What follows belongs to an exercise in optimizing a design on an open flow for small area, a short achievable clock period and few clock cycles; a production flow would make more cautious choices. RTL that was checked went through simulation tests only; none was proved equivalent to the original. No activity file was given, so power comes from the tool's default toggle rates.

== run 3 ==
==> flow/design.v <==
module evsub_tga (
    input  wire        clk,
    input  wire        rst_n,       
    input  wire        tirq,        
    input  wire        sf_valid,    
    output wire        sf_ready,    
    input  wire [73:0] sf_data,     
    input  wire        sf_err,      
    output wire        ev_valid,    
    input  wire        ev_ready,    
    output wire [39:0] ev_data,     
    output wire        halted       
);
    localparam [2:0] K_PPRESS = 3'd0;
    localparam [2:0] K_PMOVE  = 3'd1;
    localparam [2:0] K_PREL   = 3'd2;
    localparam [2:0] K_PEXIT  = 3'd3;
    localparam [2:0] K_KPRESS = 3'd4;
    localparam [2:0] K_KREL   = 3'd5;
    function [1:0] keyzone;
        input [15:0] x;
        begin
            if (x < 16'd107)      keyzone = 2'd0;
            else if (x < 16'd214) keyzone = 2'd1;
            else if (x < 16'd320) keyzone = 2'd2;
            else                  keyzone = 2'd3;
        end
    endfunction
    reg tirq_q;
    reg tirq_pend;
    reg in_sess;
    reg halt_r;
    wire tirq_fall = tirq_q & ~tirq;
    wire start     = ~in_sess & ~halt_r & (tirq_pend | tirq_fall);
    reg        hv, tv;
    reg [1:0]  hn, tn;              
    reg [24:0] hp0, hp1, tp0, tp1;
    reg [3:0]  hc, tc;              
    assign sf_ready = in_sess & ~tv;
    wire take     = sf_valid & sf_ready;
    wire take_ok  = take & ~sf_err;
    wire [1:0]  in_n  = sf_data[73:72];
    wire [32:0] in_q0 = sf_data[68:36];    
    wire [32:0] in_q1 = sf_data[32:0];
    wire [24:0] in_p0 = {in_q0[32:16], in_q0[7:0]};
    wire [24:0] in_p1 = {in_q1[32:16], in_q1[7:0]};
    wire in_v0 = in_n[1] | in_n[0];
    wire in_v1 = in_n[1];
    wire in_g0 = (in_q0[15:8] == 8'd0) & (in_q0[7:4] != 4'hF);
    wire in_g1 = (in_q1[15:8] == 8'd0) & (in_q1[7:4] != 4'hF);
    wire in_k0 = (keyzone(in_q0[31:16]) != 2'd3);
    wire in_k1 = (keyzone(in_q1[31:16]) != 2'd3);
    wire [3:0] in_c = {in_v1 & ~in_g1 & in_k1, in_v0 & ~in_g0 & in_k0,
                       in_v1 & in_g1, in_v0 & in_g0};
    always @(posedge clk) begin
        tirq_q <= tirq;
        if (!rst_n) begin
            tirq_pend <= 1'b0;
            in_sess   <= 1'b0;
            halt_r    <= 1'b0;
        end else begin
            tirq_pend <= start ? (tirq_pend & tirq_fall) : (tirq_pend | tirq_fall);
            if (take) begin
                if (sf_err) begin
                    halt_r  <= 1'b1;
                    in_sess <= 1'b0;
                end else if (in_n == 2'd0) begin
                    in_sess <= 1'b0;
                end
            end else if (start) begin
                in_sess <= 1'b1;
            end
        end
    end
    assign halted = halt_r;
    reg  [1:0]  active;
    reg         ptr_valid;
    reg         ptr_id;
    reg  [23:0] last0, last1;
    reg  [1:0]  lv;                 
    reg  [1:0]  key0, key1;         
    reg  [5:0]  done;               
    reg  [1:0]  wr;                 
    reg         outv;
    reg  [2:0]  o_kind;
    reg  [1:0]  o_key;
    reg         o_id;               
    reg         o_s0, o_s1;         
    wire [23:0] o_xy = (last0 & {24{o_s0}}) | (last1 & {24{o_s1}});
    assign ev_valid = outv;
    assign ev_data  = {2'b00, o_kind, o_key, 1'b0, o_xy[23:8], 8'd0, o_xy[7:0]};
    wire        v0  = hn[1] | hn[0];
    wire        v1  = hn[1];
    wire        id0 = hp0[24];
    wire        id1 = hp1[24];
    wire [23:0] xy0 = hp0[23:0];        
    wire [23:0] xy1 = hp1[23:0];
    wire [1:0] kz0 = keyzone(hp0[23:8]);
    wire [1:0] kz1 = keyzone(hp1[23:8]);
    wire eqA0 = lv[0] & (xy0 == last0);
    wire eqA1 = lv[1] & (xy0 == last1);
    wire eqB0 = lv[0] & (xy1 == last0);
    wire eqB1 = lv[1] & (xy1 == last1);
    wire eqL0 = id0 ? eqA1 : eqA0;      
    wire eqL1 = id1 ? eqB1 : eqB0;      
    wire same = (id0 == id1);
    wire G0 = hc[0];
    wire G1 = hc[1];
    wire B0 = hc[2];
    wire B1 = hc[3];
    wire act_id0 = id0 ? active[1] : active[0];
    wire act_id1 = id1 ? active[1] : active[0];
    wire set0  = G0 & ~ptr_valid & ~act_id0;
    wire pv1   = ptr_valid | set0;
    wire pid1  = set0 ? id0 : ptr_id;
    wire c_g0  = G0 & pv1 & (pid1 == id0);
    wire e_g0  = c_g0 & ~eqL0;
    wire set1  = G1 & ~pv1 & ~act_id1;
    wire pv2   = pv1 | set1;
    wire pid2  = set1 ? id1 : pid1;
    wire c_g1  = G1 & pv2 & (pid2 == id1);
    wire g0m   = e_g0 & same & ~done[0];
    wire e_g1  = c_g1 & (g0m | ~eqL1);
    wire act1_id1 = act_id1 | wr[id1] | g0m;
    wire ptr_id0 = pv2 & (pid2 == id0);
    wire ptr_id1 = pv2 & (pid2 == id1);
    wire e_b0  = B0 & ~ptr_id0 & ~act_id0;
    wire e_b1  = B1 & ~ptr_id1 & ~act_id1 & ~(e_b0 & same);
    wire [1:0] proc = {(v0 & id0) | (v1 & id1), (v0 & ~id0) | (v1 & ~id1)};
    wire r0  = active[0] & ~proc[0];
    wire r1  = active[1] & ~proc[1];
    wire rp0 = r0 & pv2 & ~pid2;
    wire rp1 = r1 & pv2 & pid2;
    wire [5:0] f   = {r1, r0, e_b1, e_b0, e_g1, e_g0};
    wire [5:0] rem = f & ~done;
    wire [5:0] sel = rem & ~{rem[4:0], 1'b0} & ~{rem[3:0], 2'b0} & ~{rem[2:0], 3'b0}
                         & ~{rem[1:0], 4'b0} & ~{rem[0], 5'b0};
    wire [2:0] n_kind = (sel[0] ? {2'b00, act_id0}  : 3'd0)
                      | (sel[1] ? {2'b00, act1_id1} : 3'd0)
                      | ((sel[2] | sel[3]) ? K_KPRESS : 3'd0)
                      | (sel[4] ? (rp0 ? K_PREL : K_KREL) : 3'd0)
                      | (sel[5] ? (rp1 ? K_PREL : K_KREL) : 3'd0);
    wire [1:0] n_key  = (sel[2] ? kz0 : 2'd0)
                      | (sel[3] ? kz1 : 2'd0)
                      | ((sel[4] & ~rp0) ? key0 : 2'd0)
                      | ((sel[5] & ~rp1) ? key1 : 2'd0);
    wire n_show = sel[0] | sel[1] | (sel[4] & rp0) | (sel[5] & rp1);
    wire none   = (rem == 6'd0);
    wire lastev = ((rem & ~sel) == 6'd0);
    wire o_rel  = (o_s0 | o_s1) & (o_kind == K_PREL);
    wire load   = ~outv | (ev_ready & ~o_rel);
    wire pop    = hv & (none | (load & lastev));
    wire ld     = hv & ~none & load;
    wire wid  = sel[1] ? id1 : id0;
    wire wany = sel[0] | sel[1];
    wire [1:0] wnow = {wany & wid, wany & ~wid};
    wire [1:0] know = {(sel[2] & id0) | (sel[3] & id1), (sel[2] & ~id0) | (sel[3] & ~id1)};
    wire n_id = wany ? wid : o_id;
    wire [1:0] act_n = proc & (active | wr | wnow | know | {e_b0 & id0, e_b0 & ~id0}
                                                         | {e_b1 & id1, e_b1 & ~id1});
    wire       pv_n  = pv2 & ~(rp0 | rp1);
    always @(posedge clk) begin
        if (!rst_n) begin
            hv        <= 1'b0;
            tv        <= 1'b0;
            outv      <= 1'b0;
            done      <= 6'd0;
            wr        <= 2'b00;
            active    <= 2'b00;
            ptr_valid <= 1'b0;
            ptr_id    <= 1'b0;
            lv        <= 2'b00;
        end else begin
            if (~hv | pop)
                hv <= tv | take_ok;
            if (tv)
                tv <= ~(~hv | pop);
            else
                tv <= take_ok & hv & ~pop;
            if (ld)
                outv <= 1'b1;
            else if (ev_ready & ~o_rel)
                outv <= 1'b0;
            if (pop) begin
                done <= 6'd0;
                wr   <= 2'b00;
                if (hn == 2'd0) begin
                    active    <= 2'b00;
                    ptr_valid <= 1'b0;
                    ptr_id    <= 1'b0;
                    lv        <= 2'b00;
                end else begin
                    active    <= act_n;
                    ptr_valid <= pv_n;
                    ptr_id    <= pid2;
                    lv        <= (lv | wnow) & ~know;
                end
            end else if (ld) begin
                done <= done | {|sel[5:5], |sel[5:4], |sel[5:3], |sel[5:2], |sel[5:1], |sel[5:0]};
                wr   <= wr | wnow | know;
                lv   <= (lv | wnow) & ~know;
            end
        end
    end
    always @(posedge clk) begin
        if (~hv | pop) begin
            if (tv) begin
                hn <= tn; hp0 <= tp0; hp1 <= tp1; hc <= tc;
            end else begin
                hn <= in_n; hp0 <= in_p0; hp1 <= in_p1; hc <= in_c;
            end
        end
        if (take) begin
            tn <= in_n; tp0 <= in_p0; tp1 <= in_p1; tc <= in_c;
        end
        if (ld) begin
            o_kind <= n_kind;
            o_key  <= n_key;
            o_s0   <= n_show & ~n_id;
            o_s1   <= n_show &  n_id;
            o_id   <= n_id;
        end else if (ev_ready & o_rel) begin
            o_kind <= K_PEXIT;
            o_s0   <= 1'b0;
            o_s1   <= 1'b0;
        end
        if (ld & wnow[0]) last0 <= sel[0] ? xy0 : xy1;
        if (ld & wnow[1]) last1 <= sel[0] ? xy0 : xy1;
        if (ld & know[0]) key0 <= sel[2] ? kz0 : kz1;
        if (ld & know[1]) key1 <= sel[2] ? kz0 : kz1;
    end
endmodule
Settings: LEC_CHECK=0, CAP_MARGIN=40, CORE_MARGIN=2, CORE_UTILIZATION=60, SLEW_MARGIN=40; clock period 11.0 ns.
standard.sh (not shown) runs the stock make flow with config.mk's settings and CLKGATE_MAP_FILE= SYNTH_SCRIPT=/design/flow/synth_recipe.tcl, a recipe that flattens the netlist after the stock synthesis.
==> flow/flow/run.sh <==
#!/bin/bash
set -euo pipefail
export BUFFER_PORTS_ARGS="-buffer_cell sky130_fd_sc_hd__buf_1"
export SETUP_SLACK_MARGIN=7.0
bash standard.sh > flow_standard.log 2>&1
Testbench counts of run 3, summed over its fixed seeds: cycles 9,358.
Edits applied to the flow inputs when going from run 3 to run 1:
--- a/flow/design.v
+++ b/flow/design.v
@@ -40,18 +40,20 @@
     wire take     = sf_valid & sf_ready;
     wire take_ok  = take & ~sf_err;
     wire [1:0]  in_n  = sf_data[73:72];
     wire [32:0] in_q0 = sf_data[68:36];    
     wire [32:0] in_q1 = sf_data[32:0];
-    wire [24:0] in_p0 = {in_q0[32:16], in_q0[7:0]};
-    wire [24:0] in_p1 = {in_q1[32:16], in_q1[7:0]};
     wire in_v0 = in_n[1] | in_n[0];
     wire in_v1 = in_n[1];
     wire in_g0 = (in_q0[15:8] == 8'd0) & (in_q0[7:4] != 4'hF);
     wire in_g1 = (in_q1[15:8] == 8'd0) & (in_q1[7:4] != 4'hF);
-    wire in_k0 = (keyzone(in_q0[31:16]) != 2'd3);
-    wire in_k1 = (keyzone(in_q1[31:16]) != 2'd3);
+    wire [1:0] in_z0 = keyzone(in_q0[31:16]);
+    wire [1:0] in_z1 = keyzone(in_q1[31:16]);
+    wire in_k0 = (in_z0 != 2'd3);
+    wire in_k1 = (in_z1 != 2'd3);
+    wire [24:0] in_p0 = {in_q0[32:16], in_q0[7:2], in_g0 ? in_q0[1:0] : in_z0};
+    wire [24:0] in_p1 = {in_q1[32:16], in_q1[7:2], in_g1 ? in_q1[1:0] : in_z1};
     wire [3:0] in_c = {in_v1 & ~in_g1 & in_k1, in_v0 & ~in_g0 & in_k0,
                        in_v1 & in_g1, in_v0 & in_g0};
     always @(posedge clk) begin
         tirq_q <= tirq;
         if (!rst_n) begin
@@ -93,12 +95,12 @@
     wire        v1  = hn[1];
     wire        id0 = hp0[24];
     wire        id1 = hp1[24];
     wire [23:0] xy0 = hp0[23:0];        
     wire [23:0] xy1 = hp1[23:0];
-    wire [1:0] kz0 = keyzone(hp0[23:8]);
-    wire [1:0] kz1 = keyzone(hp1[23:8]);
+    wire [1:0] kz0 = hp0[1:0];          
+    wire [1:0] kz1 = hp1[1:0];
     wire eqA0 = lv[0] & (xy0 == last0);
     wire eqA1 = lv[1] & (xy0 == last1);
     wire eqB0 = lv[0] & (xy1 == last0);
     wire eqB1 = lv[1] & (xy1 == last1);
     wire eqL0 = id0 ? eqA1 : eqA0;      
[summary]
- Portion of the layout cell area used by clock cells (higher): run 3
- [run 1 vs run 3] post-CTS resize count: lower in run 1
- Going from run 3 to run 1, adder and majority cell fraction of the synthesized area was more or less identical, count of nets after finishing grew by 0.44%, power now smaller.
- Compared run 1 vs run 3, and setup slack is up in run 1.
- Met3 track utilization from global routing: higher on run 1
- in2reg as the start-to-end type of the worst setup path was reported by run 1, and reg2out by run 3.
- [compare] base=run 3 new=run 1: clock power now smaller, static power due to leakage moved down.
- On portion of total power attributed to combinational logic, the lower figure sits with run 1, not run 3.
- When run 1 is set beside run 3, its iteration-0 DRC count of the detailed router turns out to be about 25% smaller.
- Total die area of run 1 falls short of that of run 3 slightly.
- Comparing the two runs side by side, run 1 comes out ahead of run 3 on maximum frequency.
Testbench counts of run 1, summed over its fixed seeds: cycles 9,358.

* * *

// evsub_tga: RTL as listed in full above, without the edits since
Settings: LEC_CHECK=0, CAP_MARGIN=40, CORE_MARGIN=2, CORE_UTILIZATION=60, SLEW_MARGIN=40; clock period 11.0 ns.
==> flow/flow/run.sh <==
#!/bin/bash
set -euo pipefail
export BUFFER_PORTS_ARGS="-buffer_cell sky130_fd_sc_hd__buf_1"
export SETUP_SLACK_MARGIN=7.5
bash standard.sh > flow_standard.log 2>&1
Testbench counts at the start, summed over its fixed seeds: cycles 9,358.
Next try:
--- a/flow/design.v
+++ b/flow/design.v
@@ -33,26 +33,15 @@
     wire tirq_fall = tirq_q & ~tirq;
     wire start     = ~in_sess & ~halt_r & (tirq_pend | tirq_fall);
     reg        hv, tv;
     reg [1:0]  hn, tn;              
-    reg [24:0] hp0, hp1, tp0, tp1;
-    reg [3:0]  hc, tc;              
+    reg [32:0] hp0, hp1, tp0, tp1;  
     assign sf_ready = in_sess & ~tv;
     wire take     = sf_valid & sf_ready;
     wire take_ok  = take & ~sf_err;
     wire [1:0]  in_n  = sf_data[73:72];
-    wire [32:0] in_q0 = sf_data[68:36];    
-    wire [32:0] in_q1 = sf_data[32:0];
-    wire [24:0] in_p0 = {in_q0[32:16], in_q0[7:0]};
-    wire [24:0] in_p1 = {in_q1[32:16], in_q1[7:0]};
-    wire in_v0 = in_n[1] | in_n[0];
-    wire in_v1 = in_n[1];
-    wire in_g0 = (in_q0[15:8] == 8'd0) & (in_q0[7:4] != 4'hF);
-    wire in_g1 = (in_q1[15:8] == 8'd0) & (in_q1[7:4] != 4'hF);
-    wire in_k0 = (keyzone(in_q0[31:16]) != 2'd3);
-    wire in_k1 = (keyzone(in_q1[31:16]) != 2'd3);
-    wire [3:0] in_c = {in_v1 & ~in_g1 & in_k1, in_v0 & ~in_g0 & in_k0,
-                       in_v1 & in_g1, in_v0 & in_g0};
+    wire [32:0] in_p0 = sf_data[68:36];
+    wire [32:0] in_p1 = sf_data[32:0];
     always @(posedge clk) begin
         tirq_q <= tirq;
         if (!rst_n) begin
             tirq_pend <= 1'b0;
@@ -75,9 +64,9 @@
     assign halted = halt_r;
     reg  [1:0]  active;
     reg         ptr_valid;
     reg         ptr_id;
-    reg  [23:0] last0, last1;
+    reg  [31:0] last0, last1;       
     reg  [1:0]  lv;                 
     reg  [1:0]  key0, key1;         
     reg  [5:0]  done;               
     reg  [1:0]  wr;                 
@@ -85,30 +74,32 @@
     reg  [2:0]  o_kind;
     reg  [1:0]  o_key;
     reg         o_id;               
     reg         o_s0, o_s1;         
-    wire [23:0] o_xy = (last0 & {24{o_s0}}) | (last1 & {24{o_s1}});
+    wire [31:0] o_xy = (last0 & {32{o_s0}}) | (last1 & {32{o_s1}});
     assign ev_valid = outv;
-    assign ev_data  = {2'b00, o_kind, o_key, 1'b0, o_xy[23:8], 8'd0, o_xy[7:0]};
+    assign ev_data  = {2'b00, o_kind, o_key, 1'b0, o_xy};
     wire        v0  = hn[1] | hn[0];
     wire        v1  = hn[1];
-    wire        id0 = hp0[24];
-    wire        id1 = hp1[24];
-    wire [23:0] xy0 = hp0[23:0];        
-    wire [23:0] xy1 = hp1[23:0];
-    wire [1:0] kz0 = keyzone(hp0[23:8]);
-    wire [1:0] kz1 = keyzone(hp1[23:8]);
+    wire        id0 = hp0[32];
+    wire        id1 = hp1[32];
+    wire [31:0] xy0 = hp0[31:0];
+    wire [31:0] xy1 = hp1[31:0];
+    wire gy0 = (hp0[15:8] == 8'd0) & (hp0[7:4] != 4'hF);    
+    wire gy1 = (hp1[15:8] == 8'd0) & (hp1[7:4] != 4'hF);
+    wire [1:0] kz0 = keyzone(hp0[31:16]);
+    wire [1:0] kz1 = keyzone(hp1[31:16]);
     wire eqA0 = lv[0] & (xy0 == last0);
     wire eqA1 = lv[1] & (xy0 == last1);
     wire eqB0 = lv[0] & (xy1 == last0);
     wire eqB1 = lv[1] & (xy1 == last1);
     wire eqL0 = id0 ? eqA1 : eqA0;      
     wire eqL1 = id1 ? eqB1 : eqB0;      
     wire same = (id0 == id1);
-    wire G0 = hc[0];
-    wire G1 = hc[1];
-    wire B0 = hc[2];
-    wire B1 = hc[3];
+    wire G0 = v0 & gy0;
+    wire G1 = v1 & gy1;
+    wire B0 = v0 & ~gy0 & (kz0 != 2'd3);
+    wire B1 = v1 & ~gy1 & (kz1 != 2'd3);
     wire act_id0 = id0 ? active[1] : active[0];
     wire act_id1 = id1 ? active[1] : active[0];
     wire set0  = G0 & ~ptr_valid & ~act_id0;
     wire pv1   = ptr_valid | set0;
@@ -204,15 +195,15 @@
     end
     always @(posedge clk) begin
         if (~hv | pop) begin
             if (tv) begin
-                hn <= tn; hp0 <= tp0; hp1 <= tp1; hc <= tc;
+                hn <= tn; hp0 <= tp0; hp1 <= tp1;
             end else begin
-                hn <= in_n; hp0 <= in_p0; hp1 <= in_p1; hc <= in_c;
+                hn <= in_n; hp0 <= in_p0; hp1 <= in_p1;
             end
         end
         if (take) begin
-            tn <= in_n; tp0 <= in_p0; tp1 <= in_p1; tc <= in_c;
+            tn <= in_n; tp0 <= in_p0; tp1 <= in_p1;
         end
         if (ld) begin
             o_kind <= n_kind;
             o_key  <= n_key;
What happened: Routed wire length went up by 42%. Fmax went down by about 1.5%. Synthesized area went up by about 22%. Design area went up by 20%. Clock-buffer cell count went up by 9. Sequential cell count went up by 40. Synthesized cell count went up by 25%. Clock skew went up by 0.0050 ns. Clock power went up by about 30%. Global-route usage went up by 5.0 points. Hold slack loses 0.0060 ns. Sequential share of layout area went up by 0.68 points. Non-clock buffer count went up by 1.
Only the layout flow was run in the second run of this note; the RTL was not checked for function there.

[what the ideal ports hide]
In the flow no input, the clock included, has a driving cell. The finished layouts below were timed again as built, in two steps. Step 1 (the two cells are an assumption about what drives the block):
set clk [get_ports {clk}]
set_driving_cell -lib_cell sky130_fd_sc_hd__clkbuf_16 $clk
set_driving_cell -lib_cell sky130_fd_sc_hd__buf_2 [delete_from_list [all_inputs] $clk]
Step 2, shift: input delay + t, output delay - t, t = (earliest + latest rising clock arrival at the registers) / 2. This alone moves slack from input paths to output paths. a / b / c = ideal ports / drivers / drivers and shift; a / b = the first two.
run	t (ns)	setup slack, ns	worst hold slack (ns)	worst register clock-pin slew, ns
run 3	0.475	7.074 / 7.033 / 6.689	0.502 / 0.502 / 0.502	0.08 / 0.08
run 1	0.479	7.127 / 7.147 / 6.668	0.473 / 0.473 / 0.473	0.08 / 0.08
the first run of note 2	0.480	7.263 / 7.216 / 7.066	0.502 / 0.502 / 0.502	0.08 / 0.08
the second run of note 2	0.573	7.208 / 7.161 / 6.982	0.496 / 0.496 / 0.496	0.07 / 0.07
After both steps every run listed still meets setup and hold. The setup slack of run 1, which loses most, moves by +0.020 ns with the drivers and by -0.459 ns with both steps.
